This is an optimization exercise on Yosys and OpenROAD, whose aim is small area, a short achievable clock period and few clock cycles, not a production implementation. The RTL was checked by simulation tests, not by an equivalence proof against the original design. No activity file was given, so power comes from the tool's default toggle rates.

--- flow/design.v ---
module ckf (
    input  wire         clk,
    input  wire         rst,
    input  wire         cmd_valid,
    output wire         cmd_ready,
    input  wire [31:0]  cmd_word,
    input  wire [7:0]   cmd_len,
    input  wire         din_valid,
    output wire         din_ready,
    input  wire [7:0]   din_data,
    output wire         done,
    output wire [7:0]   lrc,
    output wire [15:0]  crc,
    output wire [15:0]  crcout,
    output wire [15:0]  status,
    output wire [31:0]  frm,
    output wire [5:0]   out_len,
    output wire [303:0] out_data,
    output wire [5:0]   rx_len,
    output wire [255:0] rx_data
);
    localparam OUT_MAX   = 38;
    localparam RXBUF_CAP = 32;
    function [15:0] crc_step;
        input [15:0] c;
        input [7:0]  b;
        integer k;
        reg [15:0] t;
        begin
            t = c ^ {8'h00, b};
            for (k = 0; k < 8; k = k + 1)
                t = t[0] ? ((t >> 1) ^ 16'h8408) : (t >> 1);
            crc_step = t;
        end
    endfunction
    reg [7:0]   lrc_r;
    reg [15:0]  crc_r;
    reg [3:0]   err_r;
    reg         ok_r;
    reg         pass_r;
    reg [31:0]  frm_r;
    reg [7:0]   ob [0:OUT_MAX-1];
    reg [5:0]   out_len_r;
    reg [7:0]   rb [0:RXBUF_CAP-1];
    reg [5:0]   rx_len_r;
    reg         complete_r;
    reg [1:0]   tier_r;
    wire [7:0] c_op = cmd_word[7:0];
    reg c_known, c_fmt_n, c_fmt_e;
    always @(*) begin
        c_known = 1'b1;
        c_fmt_n = 1'b0;
        c_fmt_e = 1'b0;
        case (c_op)
            8'h00, 8'h01, 8'h08, 8'h18: c_fmt_n = 1'b1;
            8'h02, 8'h03, 8'h04, 8'h09, 8'h0A, 8'h0B,
            8'h10, 8'h11, 8'h13, 8'h19: ;
            8'h12: c_fmt_e = 1'b1;
            default: c_known = 1'b0;
        endcase
    end
    wire c_ill  = !c_known || (!c_fmt_e && cmd_word[31:8] != 24'd0) ||
                  (c_fmt_n && cmd_len != 8'd0);
    wire c_long = cmd_len > 8'd32;
    wire c_vok  = !c_ill && !c_long;
    wire c_is12 = (c_op == 8'h12);
    wire c_t1   = (c_op == 8'h10);                   
    wire c_t2   = (c_op == 8'h12) || (c_op == 8'h0A);  
    wire c_z    = (cmd_len == 8'd0);
    reg         e_ill, e_long;
    reg         k_lrc_init, k_lrc_feed, k_lrc_calc, k_lrc_check;
    reg         k_crc_init, k_crc_feed, k_crc_calc, k_crc_check;
    reg         k_lrc_enc, k_lrc_dec, k_crc_enc, k_crc_dec;
    reg         k_rx_clear, k_rx_append;
    reg         is12, tt1, tt2;
    reg [23:0]  cw_hi;           
    reg [5:0]   n;               
    reg [5:0]   lenp2;           
    reg         n_z, n_lt2, n_lt5, n_lt6;
    reg         cmd_ready_r, din_ready_r;
    reg [7:0]   rem;             
    reg         hdr_act;         
    reg [1:0]   hcnt;
    reg         first_q;         
    reg         commit_q;        
    reg         wt0_q, wt1_q;    
    reg         done_r;
    reg [7:0]   din_q;           
    reg         dv_q, l1_q, l2_q;
    reg [5:0]   wp;              
    wire cmd_fire = cmd_valid & cmd_ready_r;
    wire din_fire = din_valid & din_ready_r;
    assign cmd_ready = cmd_ready_r;
    assign din_ready = din_ready_r;
    assign done      = done_r;
    always @(posedge clk) begin
        if (cmd_ready_r) begin
            e_ill       <= c_ill;
            e_long      <= !c_ill && c_long;
            k_lrc_init  <= c_vok && c_op == 8'h01;
            k_lrc_feed  <= c_vok && c_op == 8'h02;
            k_lrc_calc  <= c_vok && c_op == 8'h03;
            k_lrc_check <= c_vok && c_op == 8'h04;
            k_crc_init  <= c_vok && c_op == 8'h08;
            k_crc_feed  <= c_vok && c_op == 8'h09;
            k_crc_calc  <= c_vok && c_op == 8'h0A;
            k_crc_check <= c_vok && c_op == 8'h0B;
            k_lrc_enc   <= c_vok && c_op == 8'h10;
            k_lrc_dec   <= c_vok && c_op == 8'h11;
            k_crc_enc   <= c_vok && c_op == 8'h12;
            k_crc_dec   <= c_vok && c_op == 8'h13;
            k_rx_clear  <= c_vok && c_op == 8'h18;
            k_rx_append <= c_vok && c_op == 8'h19;
            is12        <= c_is12;
            tt1         <= c_t1;
            tt2         <= c_t2;
            cw_hi       <= cmd_word[31:8];
            n           <= cmd_len[5:0];
            lenp2       <= cmd_len[5:0] + 6'd2;
            n_z         <= c_z;
            n_lt2       <= cmd_len < 8'd2;
            n_lt5       <= cmd_len < 8'd5;
            n_lt6       <= cmd_len < 8'd6;
        end
        din_q <= din_data;
    end
    wire proc_last = (dv_q & l1_q) | (hdr_act & hcnt == 2'd3 & rem == 8'd0) |
                     (first_q & n_z & !is12);
    always @(posedge clk) begin
        if (rst) begin
            cmd_ready_r <= 1'b1;
            din_ready_r <= 1'b0;
            rem         <= 8'd0;
            hdr_act     <= 1'b0;
            hcnt        <= 2'd0;
            first_q     <= 1'b0;
            commit_q    <= 1'b0;
            wt0_q       <= 1'b0;
            wt1_q       <= 1'b0;
            done_r      <= 1'b0;
            dv_q        <= 1'b0;
            l1_q        <= 1'b0;
            l2_q        <= 1'b0;
        end else begin
            dv_q     <= din_fire;
            l1_q     <= (rem == 8'd1);
            l2_q     <= (rem == 8'd2);
            first_q  <= cmd_fire;
            done_r   <= commit_q;
            commit_q <= 1'b0;
            wt0_q    <= 1'b0;
            wt1_q    <= 1'b0;
            if (hdr_act) begin
                hcnt <= hcnt + 2'd1;
                if (hcnt == 2'd3) hdr_act <= 1'b0;
                if (hcnt == 2'd2 && rem != 8'd0) din_ready_r <= 1'b1;
            end
            if (proc_last) begin
                if (tt2) begin
                    wt0_q <= 1'b1;
                end else if (tt1) begin
                    wt1_q       <= 1'b1;
                    commit_q    <= 1'b1;
                    cmd_ready_r <= 1'b1;
                end
            end
            if (wt0_q) begin
                wt1_q       <= 1'b1;
                commit_q    <= 1'b1;
                cmd_ready_r <= 1'b1;
            end
            if (cmd_fire) begin
                rem <= cmd_len;
                if (c_is12) begin
                    hdr_act     <= 1'b1;
                    hcnt        <= 2'd0;
                    cmd_ready_r <= 1'b0;
                end else if (!c_z) begin
                    cmd_ready_r <= 1'b0;
                    din_ready_r <= 1'b1;
                end else if (c_t1 || c_t2) begin
                    cmd_ready_r <= 1'b0;
                end else begin
                    commit_q <= 1'b1;
                end
            end
            if (din_fire) begin
                rem <= rem - 8'd1;
                if (rem == 8'd1) begin
                    din_ready_r <= 1'b0;
                    if (!tt1 && !tt2) begin
                        cmd_ready_r <= 1'b1;
                        commit_q    <= 1'b1;
                    end
                end
            end
        end
    end
    reg [7:0]  tl;               
    reg [15:0] tc;               
    wire [7:0]  hbyte = (hcnt == 2'd0) ? cw_hi[7:0] :
                        (hcnt == 2'd1) ? {2'b00, lenp2} :
                        (hcnt == 2'd2) ? cw_hi[15:8] : cw_hi[23:16];
    wire        fold_c   = hdr_act | (dv_q & !((k_crc_check | k_crc_dec) & (l1_q | l2_q)));
    wire [15:0] step_out = crc_step(k_crc_feed ? crc_r : tc, hdr_act ? hbyte : din_q);
    wire [15:0] tc_fin   = fold_c ? step_out : tc;
    wire [7:0]  tl_fin   = tl ^ (din_q & {8{dv_q}});
    always @(posedge clk) begin
        if (rst || commit_q) begin
            tl <= 8'h00;
            tc <= 16'hFFFF;
        end else begin
            tl <= tl_fin;
            if (!k_crc_feed) tc <= tc_fin;
        end
    end
    reg stx_ok, lhi_ok, llo_ok, clen_ok, lo_ok, etx_ok;
    always @(posedge clk) begin
        if (dv_q && wp == 6'd0) stx_ok  <= (din_q == 8'h02);
        if (dv_q && wp == 6'd1) lhi_ok  <= (din_q == 8'h00);
        if (dv_q && wp == 6'd1) clen_ok <= (din_q == {2'b00, n} - 8'd4);
        if (dv_q && wp == 6'd2) llo_ok  <= (din_q == {2'b00, n} - 8'd5);
        if (dv_q && l2_q) begin
            lo_ok  <= (~tc[7:0] == din_q);
            etx_ok <= (din_q == 8'h03);
        end
    end
    wire crc_ok = lo_ok && (~tc[15:8] == din_q);
    reg  [6:0] app_sum;
    reg        app_ovf;
    always @(posedge clk) begin
        if (first_q) begin
            app_sum <= {1'b0, rx_len_r} + {1'b0, n};
            app_ovf <= {1'b0, rx_len_r} + {1'b0, n} > 7'd32;
        end
    end
    wire rx_ovf     = app_ovf && !n_z;
    wire ldec_pass  = n_lt5 || !stx_ok;
    wire ldec_len   = !lhi_ok || !llo_ok;
    wire ldec_sum   = (tl_fin != 8'h00);
    wire ldec_succ  = k_lrc_dec && !ldec_pass && !ldec_len && etx_ok && !ldec_sum;
    wire cdec_succ  = k_crc_dec && !n_lt6 && clen_ok && crc_ok;
    reg [3:0] r_err;
    reg       r_ok, r_pass;
    always @(*) begin
        r_err = 4'h0; r_ok = 1'b1; r_pass = 1'b0;
        if (e_ill) begin
            r_err = 4'h7; r_ok = 1'b0;
        end else if (e_long) begin
            r_err = 4'h8; r_ok = 1'b0;
        end else if (k_lrc_check) begin
            if (n_z) begin r_err = 4'h5; r_ok = 1'b0; end
            else if (tl_fin != 8'h00) begin r_err = 4'h1; r_ok = 1'b0; end
        end else if (k_crc_check) begin
            if (n_lt2) begin r_err = 4'h5; r_ok = 1'b0; end
            else if (!crc_ok) begin r_err = 4'h1; r_ok = 1'b0; end
        end else if (k_lrc_dec) begin
            if (ldec_pass) begin r_ok = 1'b0; r_pass = 1'b1; end
            else if (ldec_len) begin r_err = 4'h2; r_ok = 1'b0; end
            else if (!etx_ok) begin r_err = 4'h3; r_ok = 1'b0; end
            else if (ldec_sum) begin r_err = 4'h1; r_ok = 1'b0; end
        end else if (k_crc_dec) begin
            if (n_lt6) begin r_err = 4'h5; r_ok = 1'b0; end
            else if (!clen_ok) begin r_err = 4'h2; r_ok = 1'b0; end
            else if (!crc_ok) begin r_err = 4'h1; r_ok = 1'b0; end
        end else if (k_rx_append) begin
            if (rx_ovf) begin r_err = 4'h6; r_ok = 1'b0; end
        end
    end
    wire       w_hdr  = hdr_act && k_crc_enc;
    wire       w_pay  = dv_q && (k_lrc_enc || k_crc_enc || k_lrc_dec || k_crc_dec);
    wire       w_etx  = first_q && k_lrc_enc;
    wire       w_t0   = wt0_q && (k_crc_enc || k_crc_calc);
    wire       w_t1   = wt1_q && (k_crc_enc || k_crc_calc || k_lrc_enc);
    wire       w_lcal = commit_q && k_lrc_calc;
    wire       w_any  = w_hdr | w_pay | w_etx | w_t0 | w_t1 | w_lcal;
    wire [7:0] wd     = ({8{w_hdr}}  & hbyte) |
                        ({8{w_pay}}  & din_q) |
                        ({8{w_etx}}  & 8'h03) |
                        ({8{w_t0}}   & ~tc[7:0]) |
                        ({8{w_t1}}   & (k_lrc_enc ? (tl ^ {2'b00, n} ^ 8'h01) : ~tc[15:8])) |
                        ({8{w_lcal}} & tl_fin);
    wire       w_rx   = dv_q && k_rx_append;
    always @(posedge clk) begin
        if (cmd_fire)
            wp <= c_t1 ? cmd_len[5:0] + 6'd3 : 6'd0;
        else if (first_q && k_lrc_enc)
            wp <= n_z ? 6'd4 : 6'd3;
        else if (first_q && k_rx_append)
            wp <= rx_len_r;
        else if (w_any || w_rx)
            wp <= wp + ((w_pay && l1_q && k_lrc_enc) ? 6'd2 : 6'd1);
    end
    wire       w_lh = first_q && k_lrc_enc;
    wire       s3   = commit_q && ldec_succ;
    wire       s4   = commit_q && cdec_succ;
    genvar gi;
    generate
        for (gi = 0; gi < OUT_MAX; gi = gi + 1) begin : g_ob
            wire [7:0] sh3  = (gi + 3 < OUT_MAX) ? ob[(gi + 3) % OUT_MAX] : 8'h00;
            wire [7:0] sh4  = (gi + 4 < OUT_MAX) ? ob[(gi + 4) % OUT_MAX] : 8'h00;
            wire [7:0] lh   = (gi == 0) ? 8'h02 : (gi == 1) ? 8'h00 : {2'b00, n};
            wire       sel3 = s3 && gi < 27;
            wire       sel4 = s4 && gi < 26;
            wire       selw = w_any && wp == gi;
            wire       selh = w_lh && gi < 3;
            wire [7:0] dnew = ({8{sel3}} & sh3) | ({8{sel4}} & sh4) |
                              ({8{selw}} & wd)  | ({8{selh}} & lh);
            always @(posedge clk)
                if (sel3 | sel4 | selw | selh) ob[gi] <= dnew;
        end
        for (gi = 0; gi < RXBUF_CAP; gi = gi + 1) begin : g_rb
            always @(posedge clk)
                if (w_rx && wp == gi) rb[gi] <= din_q;
        end
    endgenerate
    wire       app_c = commit_q && k_rx_append && !n_z && !app_ovf;
    wire       clr_c = commit_q && k_rx_clear;
    wire [7:0] rb0_n = (w_rx && wp == 6'd0) ? din_q : rb[0];
    function [2:0] tier_of;      
        input [5:0] len;
        input [7:0] b;
        begin
            tier_of = 3'b000;
            if (len != 6'd0) begin
                if (b == 8'h04) begin
                    if (len >= 6'd8) tier_of = 3'b011;
                end else if (b == 8'h0B) begin
                    if (len >= 6'd15) tier_of = 3'b011;
                end else if (len == 6'd1 && b == 8'h01) begin
                    tier_of = 3'b101;
                end else if ({3'b000, len} >= {1'b0, b} + 9'd4) begin
                    tier_of = 3'b111;
                end
            end
        end
    endfunction
    wire [2:0] tier_keep = tier_of(rx_len_r, rb0_n);
    wire [2:0] tier_app  = tier_of(app_sum[5:0], rb0_n);
    always @(posedge clk) begin
        if (rst || clr_c) begin
            rx_len_r   <= 6'd0;
            complete_r <= 1'b0;
            tier_r     <= 2'd0;
        end else if (app_c) begin
            rx_len_r   <= app_sum[5:0];
            complete_r <= tier_app[0];
            tier_r     <= tier_app[2:1];
        end else begin
            complete_r <= tier_keep[0];
            tier_r     <= tier_keep[2:1];
        end
    end
    always @(posedge clk) begin
        if (rst) begin
            lrc_r     <= 8'h00;
            crc_r     <= 16'hFFFF;
            err_r     <= 4'h0;
            ok_r      <= 1'b0;
            pass_r    <= 1'b0;
            frm_r     <= 32'd0;
            out_len_r <= 6'd0;
        end else begin
            if (k_crc_feed && dv_q) crc_r <= step_out;
            if (commit_q) begin
                err_r  <= r_err;
                ok_r   <= r_ok;
                pass_r <= r_pass;
                if (k_lrc_init) lrc_r <= 8'h00;
                if (k_lrc_feed) lrc_r <= lrc_r ^ tl_fin;
                if (k_lrc_calc) lrc_r <= tl_fin;
                if (k_crc_init) crc_r <= 16'hFFFF;
                if (k_crc_calc) crc_r <= tc_fin;
                if (k_lrc_dec) frm_r <= ldec_succ ? {26'd0, n - 6'd5} : 32'd0;
                if (k_crc_dec) frm_r <= cdec_succ ? {ob[3], ob[2], ob[1], ob[0]} : 32'd0;
                if (k_lrc_calc) out_len_r <= 6'd1;
                if (k_crc_calc) out_len_r <= 6'd2;
                if (k_lrc_enc)  out_len_r <= n + 6'd5;
                if (k_crc_enc)  out_len_r <= n + 6'd6;
                if (k_lrc_dec)  out_len_r <= ldec_succ ? n - 6'd5 : n;
                if (k_crc_dec)  out_len_r <= cdec_succ ? n - 6'd6 : n;
            end
        end
    end
    assign lrc     = lrc_r;
    assign crc     = crc_r;
    assign crcout  = ~crc_r;
    assign status  = {7'd0, tier_r, complete_r, pass_r, ok_r, err_r};
    assign frm     = frm_r;
    assign out_len = out_len_r;
    assign rx_len  = rx_len_r;
    generate
        for (gi = 0; gi < OUT_MAX; gi = gi + 1) begin : g_out
            assign out_data[8*gi +: 8] = ob[gi];
        end
        for (gi = 0; gi < RXBUF_CAP; gi = gi + 1) begin : g_rx
            assign rx_data[8*gi +: 8] = rb[gi];
        end
    endgenerate
endmodule
--- flow/flow/run.sh ---
#!/bin/bash
# Layout flow: the standard flow (standard.sh), unchanged synthesis, with
# the port buffers made of sky130_fd_sc_hd__buf_2 cells (buffer_ports
# -buffer_cell) instead of the cell buffer_ports picks by default.
# Each step's output goes to a log file of its own in this folder, and ORFS
# keeps its per-step logs under orfs/logs.
set -uo pipefail
bash standard.sh synth > synth.log 2>&1 || { echo "synth failed"; exit 1; }
bash standard.sh "BUFFER_PORTS_ARGS=-buffer_cell sky130_fd_sc_hd__buf_2" finish > layout.log 2>&1 || { echo "layout failed"; tail -30 layout.log; exit 1; }
echo "flow done"
--- flow/standard.sh ---
#!/bin/bash
# synth_recipe.tcl (not shown) runs the flow's synth.tcl, then flattens the netlist and writes it again
# the make line also repeats each setting of config.mk as NAME=value (left out here)
make -C /OpenROAD-flow-scripts/flow DESIGN_CONFIG=/design/flow/config.mk WORK_HOME=/design/flow/orfs CLKGATE_MAP_FILE= SYNTH_SCRIPT=/design/flow/synth_recipe.tcl "${@:-finish}"
--- flow/config.mk ---
export PLATFORM = sky130hd
export DESIGN_NAME = ckf
export DESIGN_NICKNAME = ckf
export VERILOG_FILES = /design/flow/design.v
export SDC_FILE = /design/flow/constraint.sdc
export NUM_CORES = 4
export LEC_CHECK = 0
export CAP_MARGIN = 20
export CORE_MARGIN = 2
export CORE_UTILIZATION = 40
export SETUP_SLACK_MARGIN = 5
export SLEW_MARGIN = 20
--- flow/constraint.sdc ---
create_clock -name core_clock -period 8.0 [get_ports {clk}]
set_input_delay 1.6000 -clock core_clock [delete_from_list [all_inputs] [get_ports {clk}]]
set_output_delay 1.6000 -clock core_clock [all_outputs]
set_load 0.01 [all_outputs]
==> impl_metrics.ini, run 1 <==
[routing]
drt_pass1_iterations = 7
vias = 26300
wl_mm = 125
wl_met2_mm = 59.8
drc = 0
wl_met3_mm = 13.0
drt-initial-drc-count = 2499
ant_nets = 0
top_layer_used = met5
viasPerCell = 5.69
wl_per_cell_um = 27.0
wl_met1_mm = 47.4

[cts]
cts_tree = built
htreeDepth = 3
cts_max_path_buffers = 3
cts_num_sinks = 767
cts.clk_slew.worst_paths_ns = 0.06
cts-buffers-inserted = 83
hold_buffers = 0
clk_latency_ns = 0.65
cts-root-buf = clkbuf_16

[floorplanning]
placementRows = 106
io_pins = 715
dieWidth_um = 294
die_h_um = 294
initial_utilization = 0.403
core_mm2 = 0.0834
die_area_mm2 = 0.0864

[worst_setup_path]
r2r_slack_ns = 5.04
worstSetupPathType = reg -> out
endpoint = rx_len[5]
critPathSlowestCell = dfxtp_2
cp_data_arrival_time_ns = 1.39
r2r-start = wp[5]$_DFFE_PP_
crit_start = rx_len_r[5]$_SDFFE_PP0P_
path_delay_family = flip-flops
crit_chain = buf_2
cp_max_fo = 8
endpoint_kind = output pin
crit_cells = 1
critPathBufInv = 1
cp-start-kind = flop
slowest_delay_ns = 0.53
worstRegToRegCells = 11
required_ns = 6.40
r2r-end = tier_r[1]$_SDFF_PP0_

[logic_synthesis]
synth-compound-area-share = 0.131
yosys.cell_types.count = 97
synth_top_family_by_area = compound AO/OA/AOI/OAI gates
yosys-top-cells-area = edfxtp_1 56%, dfxtp_1 8.2%, a221o_1 5.4%, nor2_1 4.8%, nand2_1 2.7%
yosysSeqAreaShare = 0.644
synth_edf_count = 629
synth_simple_gate_area_frac = 0.129
synth_seq_cells = 767
synth_top_area_cell = edfxtp_1
synthTopCellsByCount = 629 x edfxtp_1, 430 x nor2_1, 242 x nand2_1
ys.flop_type = edfxtp_1
synthXorXnorAreaFrac = 0.0282
yosysMostFrequentCell = edfxtp_1
synthesis.instances = 2769
syn_area_per_cell_um2 = 12.1
synth_area_mm2 = 0.0336
synth_warnings = 3
async_reset_ff_frac = 0
synth_top_area_frac = 0.562
synth.area.mux_share = 0.0169
synth_fa_ha_area_frac = 0.0146

[timing]
finalMaxSlewViolations = 0
fin_crit_ns = 2.99
rsz0062_at_grt = true
fin_crit_sh = 0.373
layout_setup_ws_ns = 5.01
hold_viol_final = 0
finalSetupViolations = 0
tightest_slew_ns = 1.02
skew_ns = 0.0336
clock.fmax_mhz = 335
max_slew_margin = 0.313
setup_tns_ns = 0

[final_layout]
fillCellCount = 7341
fin_nets = 3559
stdcell_area_mm2 = 0.0424
drive_gt1_frac = 0.319
area_growth_pct = 26.2

[placed_design]
dpl_cell_area_mm2 = 0.0381
gp_congestion = 0.901
place_hpwl_mm = 85.0
post-place-ws_ns = 3.44
numPortBuffers = 707

[global_routing]
grt_pass1_vias = 24700
grt_antenna_before_repair = 12
grt_pass1_wl_mm = 172
grt_max_degree = 109
overflow = 0
grt_use_total = 0.272

[power_and_ir_drop]
vdd_drop_max_v = 0.000160
power_density_mw_per_mm2 = 206
p_leak_nw = 15.0

[flow_run]
cap_violations = 0

[run_status]
run_status = complete, no violations

[worst_hold_path]
hold_path.class = reg -> reg
[tightest hold or removal path: cells and delay by family (launching register included)]
kind | cells | cell delay [ns]
and+or+nand+nor | 1 | 0.05
DFF | 1 | 0.30
AOI/OAI and AO/OA | 1 | 0.05
[cells by family after synthesis]
group	Yosys count
simple gates	961
xor+xnor	101
mux	55
fa+ha+maj	38
compound gates	577
other cells	1
flops	767
buf+inv	269
[routing by layer]
| metal | global-route usage | vias up |
|---|---|---|
| met1 | 0.336 | 12800 |
| met3 | 0.0771 | 272 |
| met5 | 0 | - |
| met2 | 0.454 | 1445 |
| met4 | 0.0954 | 14 |
| li1 | - | 11800 |
[power by group]
group / total [mW] / internal (mW) / switching [mW]
logic: 0.588 / 0.206 / 0.382
clock network: 3.72 / 2.09 / 1.64
registers: 4.43 / 4.35 / 0.0759
total: 8.74 / 6.64 / 2.09
[placed cells by master (no fill, tap or decap), types with 12 or more instances in the layout]
master	Yosys	layout
buf_2	63	705
edfxtp_1	629	629
nor2_1	430	412
nand2_1	242	202
a221o_1	181	181
dfxtp_1	138	118
a21oi_1	111	102
clkbuf_16	0	89
o21ai_0	78	72
inv_1	68	66
nand3_1	62	57
buf_4	30	55
xor2_1	47	47
xnor2_1	48	46
nor3_1	42	40
mux2i_1	40	39
ha_1	36	32
nand2_2	12	28
nand2b_1	27	27
nand4_1	22	22
a21o_1	20	20
nor4_1	20	20
nand2_4	0	20
nor2b_1	20	19
clkinv_1	1	19
o22ai_1	18	18
o211ai_1	17	17
dfxtp_2	0	16
buf_12	0	16
a22oi_1	16	15
and2_1	16	15
o21ai_1	17	15
nor2_2	1	15
clkinv_2	0	15
a221oi_1	16	13
a31oi_1	13	13
clkbuf_1	78	13
mux2_2	14	12
a211oi_1	15	12
[area by class of cell]
type	count	area, um^2	share of cell area
antenna	5	12.5	0.000295
clock buffer	99	2170	0.0511
clock inverter	53	463	0.0109
inverter	70	263	0.00619
multi-input combinational	1740	11600	0.272
sequential	767	21700	0.511
tap	1080	1350	0.0318
timing repair buffer	807	4940	0.116
[flip-flops by register name, indices dropped and copies added, names as in the netlist, 2 cells and up]
name       cells
app_sum        6
crc_r         16
cw_hi         24
din_q          8
err_r          4
frm_r         32
hcnt           2
lenp2          6
lrc_r          8
n              5
ob           304
out_len_r      6
rb           256
rem            8
rx_len_r       6
tc            16
tier_r         2
tl             8
wp             6
[worst min-delay path by stage]
| stage | startpoint | end | slack (ns) | cells past startpoint |
|---|---|---|---|---|
| floorplan | pass_r$_SDFFE_PP0P_ | pass_r$_SDFFE_PP0P_ | 0.43 | 2 |
| global placement | frm_r[30]$_SDFFE_PP0P_ | frm_r[30]$_SDFFE_PP0P_ | 0.44 | 2 |
| detailed placement | frm_r[30]$_SDFFE_PP0P_ | frm_r[30]$_SDFFE_PP0P_ | 0.44 | 2 |
| CTS | frm_r[30]$_SDFFE_PP0P_ | frm_r[30]$_SDFFE_PP0P_ | 0.45 | 2 |
| global route | frm_r[16]$_SDFFE_PP0P_ | frm_r[16]$_SDFFE_PP0P_ | 0.47 | 2 |
| finish | frm_r[31]$_SDFFE_PP0P_ | frm_r[31]$_SDFFE_PP0P_ | 0.45 | 2 |
[stage by stage]
stage | total power [mW] | std cells | util | hold WS, ns
after floorplan | 4.81 | 2775 | - | 0.426
after global placement | 5.01 | 4406 | 0.457 | 0.437
after detailed placement | 5.02 | 4406 | 0.457 | 0.442
after CTS | 8.75 | 4591 | 0.500 | 0.450
after global routing | 9.01 | 4619 | 0.509 | 0.471
final | 8.74 | 4621 | 0.509 | 0.447
[what timing repair did]
item                       CTS  global route
setup endpoints to repair  771           472
setup buffers               26            16
cloned                       7             7
gates resized for setup    146            79
pin swaps                   11            11
hold endpoints to repair     0             0
Testbench counts, summed over its fixed seeds: cycles 49,920.
==> inputs of run 2 (changes only) <==
==> flow/run.sh (new file) <==
#!/bin/bash
# synth_recipe.tcl (not shown) runs the flow's synth.tcl, then flattens the netlist and writes it again
# the make line also repeats each setting of config.mk as NAME=value (left out here)
make -C /OpenROAD-flow-scripts/flow DESIGN_CONFIG=/design/flow/config.mk WORK_HOME=/design/flow/orfs CLKGATE_MAP_FILE= SYNTH_SCRIPT=/design/flow/synth_recipe.tcl finish
removed: flow/flow/run.sh
removed: flow/standard.sh
==> run 2 against run 1 <==
Net effect:
- maximum frequency shrank 0.45%
- sequential power is essentially flat
- utilization grew 4.8 points
- synthesized area is the same
- synthesized cell count is the same
- combinational power grew 3.4%
- first-iteration DRC count shrank 2.3%
- clock-buffer cell count grew 4
- die area is the same
- global-route usage grew 2.2 points
- sequential cell count is the same
- clock power grew 2%
- critical path type unchanged
- highest routed layer unchanged
==> impl_metrics.ini, run 2 <==
[timing]
clock.fmax_mhz = 333
max_slew_margin = 0.317
setup_tns_ns = 0
finalMaxSlewViolations = 0
finalSetupViolations = 0
rsz0062_at_grt = true
tightest_slew_ns = 1.02
hold_viol_final = 0
fin_crit_ns = 3.00
fin_crit_sh = 0.375
layout_setup_ws_ns = 5.00
skew_ns = 0.0292

[floorplanning]
dieWidth_um = 294
placementRows = 106
io_pins = 715
die_h_um = 294
initial_utilization = 0.403
core_mm2 = 0.0834
die_area_mm2 = 0.0864

[worst_hold_path]
hold_path.class = reg -> reg

[worst_setup_path]
critPathBufInv = 1
slowest_delay_ns = 0.43
worstSetupPathType = reg -> out
required_ns = 6.40
cp-start-kind = flop
crit_chain = clkdlybuf4s15_2
cp_max_fo = 3
critPathSlowestCell = edfxtp_1
path_delay_family = flip-flops
cp_data_arrival_time_ns = 1.40
endpoint_kind = output pin

[logic_synthesis]
synthesis.instances = 2769
synth_top_area_cell = edfxtp_1
yosys.cell_types.count = 97
synthTopCellsByCount = 629 x edfxtp_1, 430 x nor2_1, 242 x nand2_1
syn_area_per_cell_um2 = 12.1
async_reset_ff_frac = 0
synth_area_mm2 = 0.0336
synth_seq_cells = 767
synth_edf_count = 629
ys.flop_type = edfxtp_1
yosys-top-cells-area = edfxtp_1 56%, dfxtp_1 8.2%, a221o_1 5.4%, nor2_1 4.8%, nand2_1 2.7%
yosysMostFrequentCell = edfxtp_1
synth_warnings = 3
yosysSeqAreaShare = 0.644
synth_top_area_frac = 0.562

[final_layout]
layout_commonest_cell = edfxtp_1
multi_input_area_mm2 = 0.0114
final_cell_mix = 629 x edfxtp_1, 488 x dlygate4sd2_1, 421 x nor2_1
seq_area_mm2 = 0.0217
fin_util = 0.557
drive_gt1_frac = 0.194
regMostFlops = ob
largest_register_ff_count = 304
top_regs = ob: 304 flops, rb: 256 flops, frm_r: 32 flops
area_growth_pct = 38.2
fin_nets = 3742
stdcell_count = 4797
fillCellCount = 7092

[placed_design]
gp_congestion = 0.923
placed_cells = 4399
numPortBuffers = 707
place_hpwl_mm = 91.1
post-place-ws_ns = 2.90

[cts]
cts_max_path_buffers = 3
clk_latency_ns = 0.65
cts_num_sinks = 767
cts.clk_slew.worst_paths_ns = 0.06
cts-root-buf = clkbuf_16
cts_tree = built
htreeDepth = 3
cts-buffers-inserted = 82

[global_routing]
overflow = 0
grt_max_degree = 70
grt_antenna_before_repair = 10
grt_use_total = 0.293
grt_pass1_vias = 27200
grt_pass1_wl_mm = 187

[routing]
drc = 0
vias = 27600
drt_pass1_iterations = 6
ant_nets = 0
viasPerCell = 5.76
wl_per_cell_um = 27.4
drt-initial-drc-count = 2442
wl_mm = 131

[run_status]
run_status = complete, no violations

[power_and_ir_drop]
finalPower_mw = 8.82
p_leak_nw = 16.5
vdd_drop_max_v = 0.000148
swShare = 0.237
power_density_mw_per_mm2 = 190
combPwrFrac = 0.069
internal_power_mw = 6.72
seqPwrFrac = 0.502
clock_power_share = 0.429
switchingPower_mw = 2.09

[flow_run]
cap_violations = 0
==> run 2: cell counts after synthesis <==
No cell type changed its count.
==> run 2: per-stage QoR <==
stage | hold slack (ns) | area (um^2)
CTS | 0.448 | 45800
finish | 0.445 | 46500
global placement | 0.443 | 41500
detailed placement | 0.446 | 41500
global route | 0.469 | 46500
floorplan | 0.426 | 33700
==> run 2: power groups by stage <==
stage | sequential (mW) | clock, mW | combinational (mW)
2_1_floorplan | 4.49 | 0 | 0.318
3_3_place_gp | 4.52 | 0 | 0.506
3_5_place_dp | 4.53 | 0 | 0.513
4_1_cts | 4.42 | 3.83 | 0.562
5_1_grt | 4.43 | 3.99 | 0.649
6_report | 4.43 | 3.78 | 0.608
==> run 2: worst paths after layout <==
| kind | slack [ns] | from | depth (start not counted) | endpoint |
|---|---|---|---|---|
| min reg2reg | 0.44 | frm_r[15]$_SDFFE_PP0P_ | 2 | frm_r[15]$_SDFFE_PP0P_ |
| max | 5.00 | ob[19][7]$_DFFE_PP_ | 1 | out_data[159] |
| max reg2reg | 5.01 | wp[4]$_DFFE_PP_ | 12 | tier_r[1]$_SDFF_PP0_ |
| min | 0.44 | frm_r[15]$_SDFFE_PP0P_ | 2 | frm_r[15]$_SDFFE_PP0P_ |
==> run 2: logic make-up after synthesis <==
family          synth area share
mux                       0.0169
simple gates               0.129
xor+xnor                  0.0282
fa+ha+maj                 0.0146
other cells             0.000112
buf+inv                   0.0362
flops                      0.644
compound gates             0.131
==> run 2: routing by layer <==
metal / global-route usage / routed length, um / vias to the layer above / share of wire
met1: 0.347 / 48100 / 13500 / 0.37
met2: 0.487 / 62700 / 1634 / 0.48
li1: - / - / 12100 / -
met4: 0.142 / 6910 / 18 / 0.053
met3: 0.0875 / 13400 / 360 / 0.10
met5: 0.00510 / 171 / - / 0.0013
==> run 2: layout make-up <==
class,count,share of cell area
Clock buffer,103,0.0463
Tap cell,1080,0.0291
Antenna cell,1,0.0000538
Timing Repair Buffer,991,0.194
Inverter,70,0.00582
Clock inverter,45,0.0108
Sequential cell,767,0.468
Multi-Input combinational cell,1740,0.246
==> run 2: repair_timing <==
action	4_1_cts	5_1_grt
gates cloned	9	3
buffers inserted	198	39
resized for setup	1173	125
pin swaps	26	25
hold buffers	0	0
endpoints found under the setup margin	1443	600
==> inputs of run 3 (changes only) <==
--- a/flow/design.v
+++ b/flow/design.v
@@ -242,2 +242,3 @@
     wire cdec_succ  = k_crc_dec && !n_lt6 && clen_ok && crc_ok;
+    wire [5:0] ol_sum = n + (k_lrc_enc ? 6'd5 : k_crc_enc ? 6'd6 : k_lrc_dec ? 6'd59 : 6'd58);
     reg [3:0] r_err;
@@ -318,3 +319,6 @@
     wire       clr_c = commit_q && k_rx_clear;
-    wire [7:0] rb0_n = (w_rx && wp == 6'd0) ? din_q : rb[0];
+    reg        b0_din;
+    always @(posedge clk)
+        if (first_q) b0_din <= (rx_len_r == 6'd0) && (n == 6'd1);
+    wire [7:0] rb0_a = b0_din ? din_q : rb[0];
     function [2:0] tier_of;      
@@ -337,4 +341,4 @@
     endfunction
-    wire [2:0] tier_keep = tier_of(rx_len_r, rb0_n);
-    wire [2:0] tier_app  = tier_of(app_sum[5:0], rb0_n);
+    wire [2:0] tier_keep = tier_of(rx_len_r, rb[0]);
+    wire [2:0] tier_app  = tier_of(app_sum[5:0], rb0_a);
     always @(posedge clk) begin
@@ -377,6 +381,4 @@
                 if (k_crc_calc) out_len_r <= 6'd2;
-                if (k_lrc_enc)  out_len_r <= n + 6'd5;
-                if (k_crc_enc)  out_len_r <= n + 6'd6;
-                if (k_lrc_dec)  out_len_r <= ldec_succ ? n - 6'd5 : n;
-                if (k_crc_dec)  out_len_r <= cdec_succ ? n - 6'd6 : n;
+                if (k_lrc_enc || k_crc_enc) out_len_r <= ol_sum;
+                if (k_lrc_dec || k_crc_dec) out_len_r <= (ldec_succ || cdec_succ) ? ol_sum : n;
             end
==> flow/flow/run.sh (new file) <==
#!/bin/bash
# Layout flow: the standard flow (standard.sh), unchanged synthesis, with
# the port buffers made of sky130_fd_sc_hd__buf_1 cells (buffer_ports
# -buffer_cell) instead of the cell buffer_ports picks by default.
# Each step's output goes to a log file of its own in this folder, and ORFS
# keeps its per-step logs under orfs/logs.
set -uo pipefail
bash standard.sh synth > synth.log 2>&1 || { echo "synth failed"; exit 1; }
bash standard.sh "BUFFER_PORTS_ARGS=-buffer_cell sky130_fd_sc_hd__buf_1" finish > layout.log 2>&1 || { echo "layout failed"; tail -30 layout.log; exit 1; }
echo "flow done"
==> flow/standard.sh (new file) <==
#!/bin/bash
# synth_recipe.tcl (not shown) runs the flow's synth.tcl, then flattens the netlist and writes it again
# the make line also repeats each setting of config.mk as NAME=value (left out here)
make -C /OpenROAD-flow-scripts/flow DESIGN_CONFIG=/design/flow/config.mk WORK_HOME=/design/flow/orfs CLKGATE_MAP_FILE= SYNTH_SCRIPT=/design/flow/synth_recipe.tcl "${@:-finish}"
removed: flow/run.sh
==> run 3 against run 2 <==
Net effect:
- sequential cell count grew 1
- critical endpoint is now out_data[1]
- critical path type unchanged
- synthesized cell count grew 8.8%
- largest cell class unchanged
- routed wire length grew 1.1%
- synthesized area grew 1.4%
- maximum frequency shrank 0.59%
- via count shrank 0.51%
- design area shrank 9.0%
- critical path depth is the same
- non-clock buffer count shrank 181
- clock skew grew 0.0041 ns
- sequential power is essentially flat
- worst setup slack lost 0.018 ns
- still clean on timing, DRC and antenna
==> impl_metrics.ini, run 3 <==
[placed_design]
numPortBuffers = 707
place_hpwl_mm = 92.3
gp_congestion = 0.906

[floorplanning]
die_area_mm2 = 0.0876
io_pins = 715
initial_utilization = 0.402
die_h_um = 296
dieWidth_um = 296
placementRows = 107
core_mm2 = 0.0849

[power_and_ir_drop]
swShare = 0.236
seqPwrFrac = 0.494
clock_power_share = 0.446
power_density_mw_per_mm2 = 213
p_leak_nw = 15.2
finalPower_mw = 9.01
switchingPower_mw = 2.13
vdd_drop_max_v = 0.000161
combPwrFrac = 0.061
internal_power_mw = 6.88

[global_routing]
grt_max_degree = 77
grt_pass1_vias = 25600
overflow = 0
grt_use_total = 0.286
grt_pass1_wl_mm = 182
grt_antenna_before_repair = 5

[run_status]
run_status = complete, no violations

[worst_setup_path]
endpoint_kind = output pin
required_ns = 6.40
path_delay_family = flip-flops
cp_data_arrival_time_ns = 1.42
cp-start-kind = flop
slowest_delay_ns = 0.56
cp_max_fo = 2
critPathSlowestCell = edfxtp_1
worstSetupPathType = reg -> out
r2r_slack_ns = 5.07
critPathBufInv = 1
crit_chain = buf_6

[final_layout]
final_cell_mix = 660 x buf_1, 638 x edfxtp_1, 545 x nand2_1
drive_gt1_frac = 0.111
layout_commonest_cell = buf_1
top_regs = ob: 304 flops, rb: 256 flops, frm_r: 32 flops
multi_input_area_mm2 = 0.0117
largest_register_ff_count = 304
fin_util = 0.498
seq_area_mm2 = 0.0218
fillCellCount = 7703
fin_nets = 3826
regMostFlops = ob
area_growth_pct = 24.0

[timing]
tightest_slew_ns = 1.13
setup_tns_ns = 0
clock.fmax_mhz = 331
max_slew_margin = 0.245
skew_ns = 0.0333
rsz0062_at_grt = true
hold_viol_final = 0
hold_ws_ns = 0.450
fin_crit_ns = 3.02
fin_crit_sh = 0.377
finalSetupViolations = 0
finalMaxSlewViolations = 0

[routing]
vias = 27500
wl_per_cell_um = 26.9
ant_nets = 0
drt_pass1_iterations = 6
viasPerCell = 5.57
drt-initial-drc-count = 2821
wl_mm = 133
drc = 0

[logic_synthesis]
synth_area_mm2 = 0.0341
synthesis.instances = 3012
async_reset_ff_frac = 0
synth_top_area_frac = 0.562
synth_top_area_cell = edfxtp_1
yosysSeqAreaShare = 0.638
yosys-top-cells-area = edfxtp_1 56%, dfxtp_1 7.6%, nand2_1 6.3%, nor2_1 4.3%, a21oi_1 2.3%
synth_warnings = 3
synth_seq_cells = 768
synthTopCellsByCount = 638 x edfxtp_1, 570 x nand2_1, 386 x nor2_1
synth_edf_count = 638
yosys.cell_types.count = 92
ys.flop_type = edfxtp_1
yosysMostFrequentCell = edfxtp_1
syn_area_per_cell_um2 = 11.3

[cts]
htreeDepth = 3
cts-buffers-inserted = 83
hold_buffers = 0
clk_latency_ns = 0.67
cts_max_path_buffers = 3
cts-root-buf = clkbuf_16
cts.clk_slew.worst_paths_ns = 0.06
cts_tree = built
cts_num_sinks = 768

[worst_hold_path]
hold_path.class = reg -> reg

[flow_run]
cap_violations = 0
run 3: cells by family after synthesis:
kind of cell,synth area share
and+or+nand+nor,0.152
DFF,0.638
AOI/OAI and AO/OA,0.109
buffers and inverters,0.0342
xor gates and xnor gates,0.0295
muxes,0.0176
adders and majority gates,0.0197
other,0.000110
run 3: timing repair:
item	CTS	global route
setup endpoints to repair	742	538
cloned	13	10
buffers inserted	36	11
pin swaps	6	11
resized for setup	129	92
run 3: power by group through the flow:
stage	Combinational, mW	Clock (mW)	Sequential [mW]
final	0.546	4.01	4.45
after global routing	0.586	4.20	4.45
after CTS	0.519	4.06	4.44
after detailed placement	0.479	0	4.54
after global placement	0.476	0	4.54
after floorplan	0.321	0	4.49
run 3: routing by layer:
| metal | share of wire | wire length [um] | vias to the layer above | GRT usage |
|---|---|---|---|---|
| met3 | 0.11 | 14400 | 306 | 0.0904 |
| met5 | 0.00023 | 30 | - | 0 |
| met1 | 0.37 | 49300 | 13400 | 0.353 |
| met4 | 0.051 | 6710 | 4 | 0.123 |
| met2 | 0.47 | 62200 | 1583 | 0.462 |
| li1 | - | - | 12200 | - |
run 3: stage by stage:
step	worst slack (ns)	instances	area, um^2
floorplan	4.67	3018	34200
global placement	3.88	4710	37800
detailed placement	3.80	4710	37800
CTS	4.82	4914	41600
global route	4.95	4936	42300
finish	4.98	4938	42300
run 3: path summary, 6_finish.rpt:
kind | startpoint | to | depth (start not counted)
setup / recovery | ob[0][1]$_DFFE_PP_ | out_data[1] | 1
setup reg to reg | hcnt[1]$_SDFF_PP0_ | crc_r[10]$_SDFF_PP1_ | 9
hold reg to reg | frm_r[8]$_SDFFE_PP0P_ | frm_r[8]$_SDFFE_PP0P_ | 2
hold / removal | frm_r[8]$_SDFFE_PP0P_ | frm_r[8]$_SDFFE_PP0P_ | 2
run 3: area by class of cell:
class / instances / area share
inverter: 74 / 0.00681
multi-input combinational: 1985 / 0.277
clock buffer: 116 / 0.0552
timing repair buffer: 810 / 0.0986
sequential: 768 / 0.516
tap: 1144 / 0.0339
clock inverter: 39 / 0.0128
antenna: 2 / 0.000118
Testbench counts of run 3, summed over its fixed seeds: cycles 49,920.
==> inputs of run 4 (changes only) <==
--- a/flow/config.mk
+++ b/flow/config.mk
@@ -10,2 +10,4 @@
 export CORE_UTILIZATION = 40
+export CTS_CLUSTER_DIAMETER = 150
+export CTS_CLUSTER_SIZE = 20
 export SETUP_SLACK_MARGIN = 5
==> run 4 against run 3 <==
Net effect:
- synthesized cell count stayed put
- die area unchanged
- non-clock buffer count is 11 lower
- first-iteration DRC count down 7.3%
- critical path depth rose by 7
- routed wire length down 2.0%
- sequential power barely moved
- via count shrank 1.8%
- largest cell class unchanged
- largest power group unchanged
- highest routed layer unchanged
==> impl_metrics.ini, run 4 <==
[timing]
fin_crit_sh = 0.379
rsz0062_at_grt = true
setup_tns_ns = 0
fin_crit_ns = 3.03
hold_viol_final = 0
finalMaxSlewViolations = 0
clock.fmax_mhz = 329
skew_ns = 0.0248
finalSetupViolations = 0
max_slew_margin = 0.262
tightest_slew_ns = 1.10

[floorplanning]
die_area_mm2 = 0.0876
die_h_um = 296
placementRows = 107
io_pins = 715
core_mm2 = 0.0849
initial_utilization = 0.402
dieWidth_um = 296

[final_layout]
stdcell_count = 4843
top_regs = ob: 304 flops, rb: 256 flops, frm_r: 32 flops
layout_commonest_cell = buf_1
area_growth_pct = 18.3
fin_util = 0.475
stdcell_area_mm2 = 0.0403
final_cell_mix = 670 x buf_1, 638 x edfxtp_1, 542 x nand2_1
drive_gt1_frac = 0.0882
regMostFlops = ob
largest_register_ff_count = 304
fin_nets = 3775

[routing]
drt-initial-drc-count = 2615
drt_pass1_iterations = 7
wl_per_cell_um = 26.8
drc = 0
viasPerCell = 5.58
wl_mm = 130
ant_nets = 0
vias = 27000

[worst_setup_path]
r2r-end = ob[0][5]$_DFFE_PP_
critPathSlowestCell = buf_6
cpMostUsedCell = o21ai_0
endpoint_kind = flop
worstRegToRegCells = 9
crit_start = rst
r2r-start = k_lrc_enc$_DFFE_PP_
cp-start-kind = primary input
worstSetupPathType = in -> reg
endpoint = tier_r[0]$_SDFF_PP0_
required_ns = 8.47
slowest_delay_ns = 0.48
crit_chain = buf_2 > buf_6 > a21o_1 > nor2b_1 > o21ai_0 > nor2_1 > a31oi_1 > o21ai_0
cp_data_arrival_time_ns = 3.50
cp_max_fo = 76
r2r_slack_ns = 5.06

[logic_synthesis]
yosysMostFrequentCell = edfxtp_1
synth_area_mm2 = 0.0341
synth_seq_cells = 768
synth_top_area_frac = 0.562
syn_area_per_cell_um2 = 11.3
synth_top_area_cell = edfxtp_1
synth_warnings = 3
ys.flop_type = edfxtp_1
synth_edf_count = 638
yosys.cell_types.count = 92
synthesis.instances = 3012
async_reset_ff_frac = 0
yosysSeqAreaShare = 0.638
synthTopCellsByCount = 638 x edfxtp_1, 570 x nand2_1, 386 x nor2_1
yosys-top-cells-area = edfxtp_1 56%, dfxtp_1 7.6%, nand2_1 6.3%, nor2_1 4.3%, a21oi_1 2.3%

[placed_design]
placed_cells = 4710
numPortBuffers = 707
place_hpwl_mm = 92.3
gp_congestion = 0.906
dpl_cell_area_mm2 = 0.0378

[power_and_ir_drop]
vdd_drop_max_v = 0.000139
power_density_mw_per_mm2 = 183
p_leak_nw = 14.3

[global_routing]
grt_max_degree = 77
grt_use_total = 0.282
grt_antenna_before_repair = 5
grt_pass1_vias = 25100
grt_pass1_wl_mm = 180
overflow = 0

[cts]
cts_max_path_buffers = 3
cts_tree = built
cts-root-buf = clkbuf_16
cts_num_sinks = 768
clk_latency_ns = 0.62
htreeDepth = 2
cts.clk_slew.worst_paths_ns = 0.09
cts-buffers-inserted = 44

[run_status]
run_status = complete, no violations

[flow_run]
cap_violations = 0

[worst_hold_path]
hold_path.class = reg -> reg
==> run 4: cell count changes in the layout (fill, tap and decap cells not counted), moves of 6 or more <==
cell       before  now
buf_1         660  670
buf_6          17    8
bufinv_16       8    0
clkbuf_16      93   49
clkbuf_8       10    1
clkinv_1        8    1
clkinv_2       10    0
nand2_2        19   25
==> run 4: worst min path at each step <==
stage | slack, ns | cells past startpoint | startpoint | to
2_1_floorplan | 0.44 | 1 | pass_r$_SDFFE_PP0P_ | pass_r$_SDFFE_PP0P_
3_3_place_gp | 0.44 | 2 | frm_r[20]$_SDFFE_PP0P_ | frm_r[20]$_SDFFE_PP0P_
3_5_place_dp | 0.44 | 2 | frm_r[15]$_SDFFE_PP0P_ | frm_r[15]$_SDFFE_PP0P_
4_1_cts | 0.46 | 2 | frm_r[15]$_SDFFE_PP0P_ | frm_r[15]$_SDFFE_PP0P_
5_1_grt | 0.48 | 2 | frm_r[16]$_SDFFE_PP0P_ | frm_r[16]$_SDFFE_PP0P_
6_report | 0.45 | 2 | frm_r[8]$_SDFFE_PP0P_ | frm_r[8]$_SDFFE_PP0P_
==> run 4: area by class of cell <==
class | instances | area, um^2
repair buffers | 799 | 3880
clock buffers | 69 | 1190
inverters | 74 | 288
diodes | 1 | 2.50
clock inverters | 4 | 65.1
multi-input cells | 1984 | 11700
well taps | 1144 | 1430
fillers | 7872 | 44500
flip-flops and latches | 768 | 21800
==> run 4: per-stage QoR <==
stage,worst slack (ns),hold WS [ns],total power [mW]
2_1_floorplan,4.67,0.443,4.82
3_3_place_gp,3.88,0.439,5.01
3_5_place_dp,3.80,0.444,5.02
4_1_cts,4.79,0.455,7.37
5_1_grt,4.96,0.477,7.57
6_report,4.97,0.454,7.36
==> run 4: power breakdown <==
group | internal, mW | leakage [nW] | switching, mW
Combinational | 0.184 | 6.58 | 0.356
Clock | 1.04 | 0.599 | 1.34
Sequential | 4.35 | 7.09 | 0.0879
==> run 4: cell families after synthesis <==
| logic type | Yosys count | share of synthesized area |
|---|---|---|
| and+or+nand+nor | 1213 | 0.152 |
| AOI/OAI and AO/OA | 544 | 0.109 |
| DFF | 768 | 0.638 |
| buffers and inverters | 270 | 0.0342 |
| xor gates and xnor gates | 108 | 0.0295 |
| muxes | 56 | 0.0176 |
| adders and majority gates | 52 | 0.0197 |
| other | 1 | 0.000110 |
==> run 4: critical path: cells and delay by family <==
kind | cells | cell delay [ns]
AOI/OAI and AO/OA | 4 | 1.05
buffers and inverters | 2 | 0.56
and+or+nand+nor | 2 | 0.19
==> run 4: routing by layer <==
| layer | up-vias | part of all wire | global-route usage |
|---|---|---|---|
| li1 | 12100 | - | - |
| met1 | 13200 | 0.37 | 0.348 |
| met2 | 1472 | 0.47 | 0.461 |
| met3 | 249 | 0.11 | 0.0847 |
| met4 | 6 | 0.045 | 0.114 |
| met5 | - | 0.00031 | 0 |
==> run 4: repair_timing <==
action / 4_1_cts / 5_1_grt
pin swaps: 7 / 4
buffers inserted: 33 / 9
endpoints found under the setup margin: 738 / 535
resized for setup: 122 / 77
hold buffers: 0 / 0
gates cloned: 11 / 5
==> inputs of run 5 (changes only) <==
--- a/flow/config.mk
+++ b/flow/config.mk
@@ -9,3 +9,3 @@
 export CORE_MARGIN = 2
-export CORE_UTILIZATION = 40
+export CORE_UTILIZATION = 55
 export CTS_CLUSTER_DIAMETER = 150
==> run 5 against run 4 <==
Net effect:
- highest routed layer is now met4
- still clean
- largest cell class unchanged
- clock-buffer cell count rose by 9
- clock power hardly changed
- die area shrank 27%
- final cell count shrank 7.3%
- critical endpoint is now out_data[148]
==> impl_metrics.ini, run 5 <==
[logic_synthesis]
yosys.cell_types.count = 92
async_reset_ff_frac = 0
yosysSeqAreaShare = 0.638
synth_warnings = 3
yosys-top-cells-area = edfxtp_1 56%, dfxtp_1 7.6%, nand2_1 6.3%, nor2_1 4.3%, a21oi_1 2.3%
ys.flop_type = edfxtp_1
syn_area_per_cell_um2 = 11.3
synth_area_mm2 = 0.0341
synthTopCellsByCount = 638 x edfxtp_1, 570 x nand2_1, 386 x nor2_1
synth_seq_cells = 768
synthesis.instances = 3012
synth_top_area_frac = 0.562
synth_top_area_cell = edfxtp_1
yosysMostFrequentCell = edfxtp_1
synth_edf_count = 638

[power_and_ir_drop]
p_leak_nw = 14.2
vdd_drop_max_v = 0.000148
power_density_mw_per_mm2 = 185

[routing]
wl_mm = 128
drt_pass1_iterations = 6
ant_nets = 0
wl_per_cell_um = 28.4
drc = 0
viasPerCell = 6.30
drt-initial-drc-count = 3134
vias = 28300

[final_layout]
layout_commonest_cell = buf_1
final_cell_mix = 701 x buf_1, 638 x edfxtp_1, 546 x nand2_1
stdcell_count = 4490
regMostFlops = ob
fin_util = 0.650
fin_nets = 3766
drive_gt1_frac = 0.0795
area_growth_pct = 17.3
largest_register_ff_count = 304
top_regs = ob: 304 flops, rb: 256 flops, frm_r: 32 flops

[worst_setup_path]
endpoint_kind = output pin
slowest_delay_ns = 0.61
r2r_slack_ns = 5.07
cp_max_fo = 3
critPathSlowestCell = edfxtp_1
required_ns = 6.40
path_delay_family = flip-flops
cp-start-kind = flop
critPathBufInv = 1
worstSetupPathType = reg -> out
cp_data_arrival_time_ns = 1.44
crit_chain = buf_1

[global_routing]
grt_max_degree = 109
grt_pass1_vias = 26300
grt_use_total = 0.380
grt_pass1_wl_mm = 178
grt_antenna_before_repair = 2
overflow = 0

[timing]
tightest_slew_ns = 1.09
fin_crit_ns = 3.04
max_slew_margin = 0.269
clock.fmax_mhz = 329
finalMaxSlewViolations = 0
rsz0062_at_grt = true
hold_viol_final = 0
fin_crit_sh = 0.380
skew_ns = 0.0481
hold_ws_ns = 0.456
finalSetupViolations = 0
setup_tns_ns = 0

[floorplanning]
die_h_um = 253
core_mm2 = 0.0615
initial_utilization = 0.554
dieWidth_um = 253
placementRows = 91
io_pins = 715
die_area_mm2 = 0.0640

[placed_design]
gp_congestion = 0.966
numPortBuffers = 707
place_hpwl_mm = 88.6
placed_cells = 4357

[cts]
hold_buffers = 0
clk_latency_ns = 0.64
cts.clk_slew.worst_paths_ns = 0.10
cts-root-buf = clkbuf_16
cts-buffers-inserted = 44
cts_num_sinks = 768
cts_tree = built
htreeDepth = 2
cts_max_path_buffers = 3

[flow_run]
cap_violations = 0

[worst_hold_path]
hold_path.class = reg -> reg

[run_status]
run_status = complete, no violations
[run 5: cell type report]
cell class | instances | area (um^2)
diodes | 2 | 5.00
clock buffers | 78 | 1230
clock inverters | 4 | 61.3
fillers | 4983 | 21500
inverters | 74 | 282
multi-input cells | 1984 | 11900
flip-flops and latches | 768 | 21800
well taps | 790 | 988
repair buffers | 790 | 3760
[run 5: per-stage QoR]
step / power [mW] / setup WS, ns / instance area (um^2)
floorplan: 4.82 / 4.67 / 34200
global placement: 5.00 / 3.48 / 37300
detailed placement: 5.01 / 3.41 / 37300
CTS: 7.34 / 4.84 / 39300
global route: 7.54 / 4.99 / 40000
finish: 7.38 / 4.96 / 40000
[run 5: cell families (layout without fill, tap and decap cells)]
group | after synthesis | count (layout) | share of synthesized area
AND/OR/NAND/NOR | 1213 | 1217 | 0.152
other | 1 | 9 | 0.000110
adder cells (fa/ha/maj) | 52 | 52 | 0.0197
flip-flops | 768 | 768 | 0.638
multiplexers | 56 | 56 | 0.0176
buffers and inverters | 270 | 946 | 0.0342
AO/OA/AOI/OAI | 544 | 544 | 0.109
XOR/XNOR | 108 | 108 | 0.0295
[run 5: worst paths after layout]
kind / endpoint / start / cells past startpoint
hold reg to reg: frm_r[30]$_SDFFE_PP0P_ / frm_r[30]$_SDFFE_PP0P_ / 2
hold / removal: frm_r[30]$_SDFFE_PP0P_ / frm_r[30]$_SDFFE_PP0P_ / 2
setup reg to reg: ob[25][0]$_DFFE_PP_ / din_q[1]$_DFF_P_ / 9
setup / recovery: out_data[148] / ob[18][4]$_DFFE_PP_ / 1
[run 5: per-layer routing]
metal / up-vias / global-route usage / part of all wire
met4: 0 / 0.178 / 0.059
met3: 437 / 0.0910 / 0.11
met5: - / 0 / 0
met1: 13700 / 0.474 / 0.35
li1: 12100 / - / -
met2: 2013 / 0.626 / 0.48
[run 5: what timing repair did]
| item | in CTS | in global routing |
|---|---|---|
| gates cloned | 8 | 8 |
| setup endpoints to repair | 682 | 537 |
| gates resized for setup | 102 | 96 |
| pin swaps | 5 | 8 |
| buffers inserted | 19 | 14 |
[run 5: where the power goes]
part           leakage [nW]  switching (mW)  total, mW  internal [mW]
clock                 0.610            1.33       2.39           1.06
sequential             7.09          0.0880       4.44           4.35
combinational          6.51           0.358      0.545          0.187
total                  14.2            1.78       7.38           5.60
[run 5: worst min-delay path: cells and delay by family (launching register included)]
| kind | cells | cell delay (ns) |
|---|---|---|
| AO/OA/AOI/OAI | 1 | 0.05 |
| AND/OR/NAND/NOR | 1 | 0.05 |
| flip-flops | 1 | 0.32 |
==> inputs of run 6 (changes only) <==
==> flow/run.sh (new file) <==
#!/bin/bash
# synth_recipe.tcl (not shown) runs the flow's synth.tcl, then flattens the netlist and writes it again
# the make line also repeats each setting of config.mk as NAME=value (left out here)
make -C /OpenROAD-flow-scripts/flow DESIGN_CONFIG=/design/flow/config.mk WORK_HOME=/design/flow/orfs CLKGATE_MAP_FILE= SYNTH_SCRIPT=/design/flow/synth_recipe.tcl finish
removed: flow/flow/run.sh
removed: flow/standard.sh
==> run 6 against run 5 <==
Net effect:
- still clean
- worst setup slack better by 0.0061 ns
- synthesized cell count stayed put
- sequential cell count is the same
- non-clock buffer count grew 223
- register-to-register slack worse by 0.06 ns
- global-route usage rose by 1.9 points
- routed wire length increased by 4.3%
- via count up 5.0%
- design area increased by 13%
- combinational power up 4.6%
- critical endpoint is now out_data[156]
- largest cell class unchanged
==> impl_metrics.ini, run 6 <==
[logic_synthesis]
yosys-top-cells-area = edfxtp_1 56%, dfxtp_1 7.6%, nand2_1 6.3%, nor2_1 4.3%, a21oi_1 2.3%
synth_edf_count = 638
synth_top_area_frac = 0.562
synth_warnings = 3
synth_seq_cells = 768
async_reset_ff_frac = 0
synthTopCellsByCount = 638 x edfxtp_1, 570 x nand2_1, 386 x nor2_1
synthesis.instances = 3012
yosys.cell_types.count = 92
yosysMostFrequentCell = edfxtp_1
synth_area_mm2 = 0.0341
syn_area_per_cell_um2 = 11.3
yosysSeqAreaShare = 0.638
ys.flop_type = edfxtp_1
synth_top_area_cell = edfxtp_1

[timing]
skew_ns = 0.0316
finalMaxSlewViolations = 0
fin_crit_sh = 0.379
finalSetupViolations = 0
rsz0062_at_grt = true
tightest_slew_ns = 1.21
max_slew_margin = 0.184
setup_tns_ns = 0
clock.fmax_mhz = 330
hold_viol_final = 0
fin_crit_ns = 3.03

[routing]
viasPerCell = 6.31
drt_pass1_iterations = 7
drc = 0
vias = 29700
wl_per_cell_um = 28.3
wl_mm = 133
drt-initial-drc-count = 4187
ant_nets = 0

[global_routing]
overflow = 0
grtUsageMet3 = 0.103
use_met1 = 0.494
gr-usage-met2 = 0.650
grt_use_total = 0.399
grt_pass1_wl_mm = 187
grt_antenna_before_repair = 3
grt_max_degree = 109
grt_pass1_vias = 27600
grt_busiest_layer = met2

[worst_setup_path]
cp_max_fo = 3
required_ns = 6.40
slowest_delay_ns = 0.59
cp_data_arrival_time_ns = 1.43
endpoint_kind = output pin
cp-start-kind = flop
critPathSlowestCell = edfxtp_1
worstSetupPathType = reg -> out
crit_chain = buf_2
path_delay_family = flip-flops
critPathBufInv = 1

[cts]
clk_latency_ns = 0.64
hold_buffers = 0
cts-root-buf = clkbuf_16
cts_max_path_buffers = 3
cts_num_sinks = 768
cts_tree = built
cts.clk_slew.worst_paths_ns = 0.09
cts-buffers-inserted = 44
htreeDepth = 2

[final_layout]
largest_register_ff_count = 304
area_growth_pct = 32.6
top_regs = ob: 304 flops, rb: 256 flops, frm_r: 32 flops
regMostFlops = ob
drive_gt1_frac = 0.160
seq_area_mm2 = 0.0218
fin_nets = 3985
multi_input_area_mm2 = 0.0119
layout_commonest_cell = edfxtp_1
final_cell_mix = 638 x edfxtp_1, 544 x nand2_1, 490 x dlygate4sd2_1
fillCellCount = 4395

[placed_design]
numPortBuffers = 707
place_hpwl_mm = 90.5
gp_congestion = 0.953

[floorplanning]
initial_utilization = 0.554
die_area_mm2 = 0.0640
core_mm2 = 0.0615
dieWidth_um = 253
placementRows = 91
io_pins = 715
die_h_um = 253

[power_and_ir_drop]
seqPwrFrac = 0.599
vdd_drop_max_v = 0.000156
switchingPower_mw = 1.80
finalPower_mw = 7.41
power_density_mw_per_mm2 = 164
combPwrFrac = 0.077
swShare = 0.243
internal_power_mw = 5.61
clock_power_share = 0.324
p_leak_nw = 18.5

[worst_hold_path]
hold_path.class = reg -> reg

[flow_run]
cap_violations = 0

[run_status]
run_status = complete, no violations
run 6: cell families after synthesis:
group           count (synthesis)  synth area share
compound gates                544             0.109
xor+xnor                      108            0.0295
fa+ha+maj                      52            0.0197
buf+inv                       270            0.0342
flops                         768             0.638
mux                            56            0.0176
other cells                     1          0.000110
simple gates                 1213             0.152
run 6: final timing paths:
path                            slack [ns]                     end  cells past startpoint                    from
worst max-delay path                  4.97           out_data[156]                      1     ob[19][4]$_DFFE_PP_
worst min-delay path                  0.46  frm_r[30]$_SDFFE_PP0P_                      2  frm_r[30]$_SDFFE_PP0P_
worst max register to register        5.01     ob[17][3]$_DFFE_PP_                      8     k_lrc_enc$_DFFE_PP_
worst min register to register        0.46  frm_r[30]$_SDFFE_PP0P_                      2  frm_r[30]$_SDFFE_PP0P_
run 6: per-layer routing:
layer,share of wire,vias to the layer above
met5,0.00023,-
met4,0.064,4
met3,0.12,539
met2,0.47,2424
met1,0.34,14200
li1,-,12500
run 6: layout make-up:
| type | instances | share of cell area |
|---|---|---|
| Sequential cell | 768 | 0.483 |
| Multi-Input combinational cell | 1980 | 0.263 |
| Timing Repair Buffer | 1013 | 0.198 |
| Clock buffer | 77 | 0.0271 |
| Tap cell | 790 | 0.0219 |
| Inverter | 74 | 0.00628 |
| Clock inverter | 4 | 0.00136 |
| Antenna cell | 1 | 0.0000554 |
run 6: power by group through the flow:
stage                     Sequential (mW)  Combinational, mW  Clock (mW)
after floorplan                      4.49              0.321           0
after global placement               4.54              0.504           0
after detailed placement             4.54              0.513           0
after CTS                            4.44              0.539        2.40
after global routing                 4.45              0.602        2.53
final                                4.44              0.570        2.40
run 6: worst reg2reg max path: cells and delay by family, from the launching register on:
kind                   cells  cell delay, ns
buffers and inverters      2            0.40
flip-flops                 1            0.59
AND/OR/NAND/NOR            3            0.74
AO/OA/AOI/OAI              3            1.00
run 6: metrics by stage:
stage          instances  setup WS (ns)  hold WS [ns]   util  cell area, um^2
2_1_floorplan       3018           4.67         0.443      -            34200
3_3_place_gp        4354           3.96         0.440  0.678            41700
3_5_place_dp        4355           3.87         0.444  0.679            41700
4_1_cts             4643           4.96         0.454  0.721            44300
5_1_grt             4707           4.89         0.476  0.735            45200
6_report            4707           4.97         0.456  0.735            45200
run 6: what timing repair did:
item                                    4_1_cts  5_1_grt
endpoints found under the setup margin     1319      573
cloned                                        5        3
pin swaps                                     6       20
setup buffers                               202       60
gates resized for setup                     987      234

## re-timing with driven ports
How much do the figures lean on ideal ports? The routed layouts below were timed once more, with nothing changed but the port constraints. Step 1 assumes that a clkbuf_16 drives the clock port and a buf_2 every other input. Step 2 adds t to the input delays and takes it off the output delays; t is the mean of the earliest and latest rising clock arrival at the registers after step 1. Input paths then give back, and output paths get back, about the clock's delay inside the block. Slacks: ideal / step 1 / step 2; pairs: ideal / step 1.
| run | t, ns | setup WS [ns] | slew at the worst register clock pin (ns) | worst data-port slew with drivers (ns) | cell pins on the clock port's net |
|---|---|---|---|---|---|
| run 1 | 0.704 | 5.014 / 4.943 / 4.371 | 0.07 / 0.07 | 0.07 | 1 |
| run 2 | 0.710 | 5.000 / 4.927 / 4.346 | 0.07 / 0.07 | 0.08 | 1 |
| run 3 | 0.719 | 4.982 / 4.911 / 4.361 | 0.07 / 0.07 | 0.12 | 1 |
| run 4 | 0.678 | 4.965 / 4.941 / 4.336 | 0.10 / 0.10 | 0.12 | 1 |
| run 5 | 0.684 | 4.961 / 4.891 / 4.401 | 0.10 / 0.10 | 0.16 | 1 |
| run 6 | 0.686 | 4.967 / 4.900 / 4.311 | 0.10 / 0.10 | 0.12 | 1 |
After both steps every run listed still meets setup and hold. For run 6, which loses most, drivers alone change the setup slack by -0.067 ns; drivers and shift together by -0.656 ns.
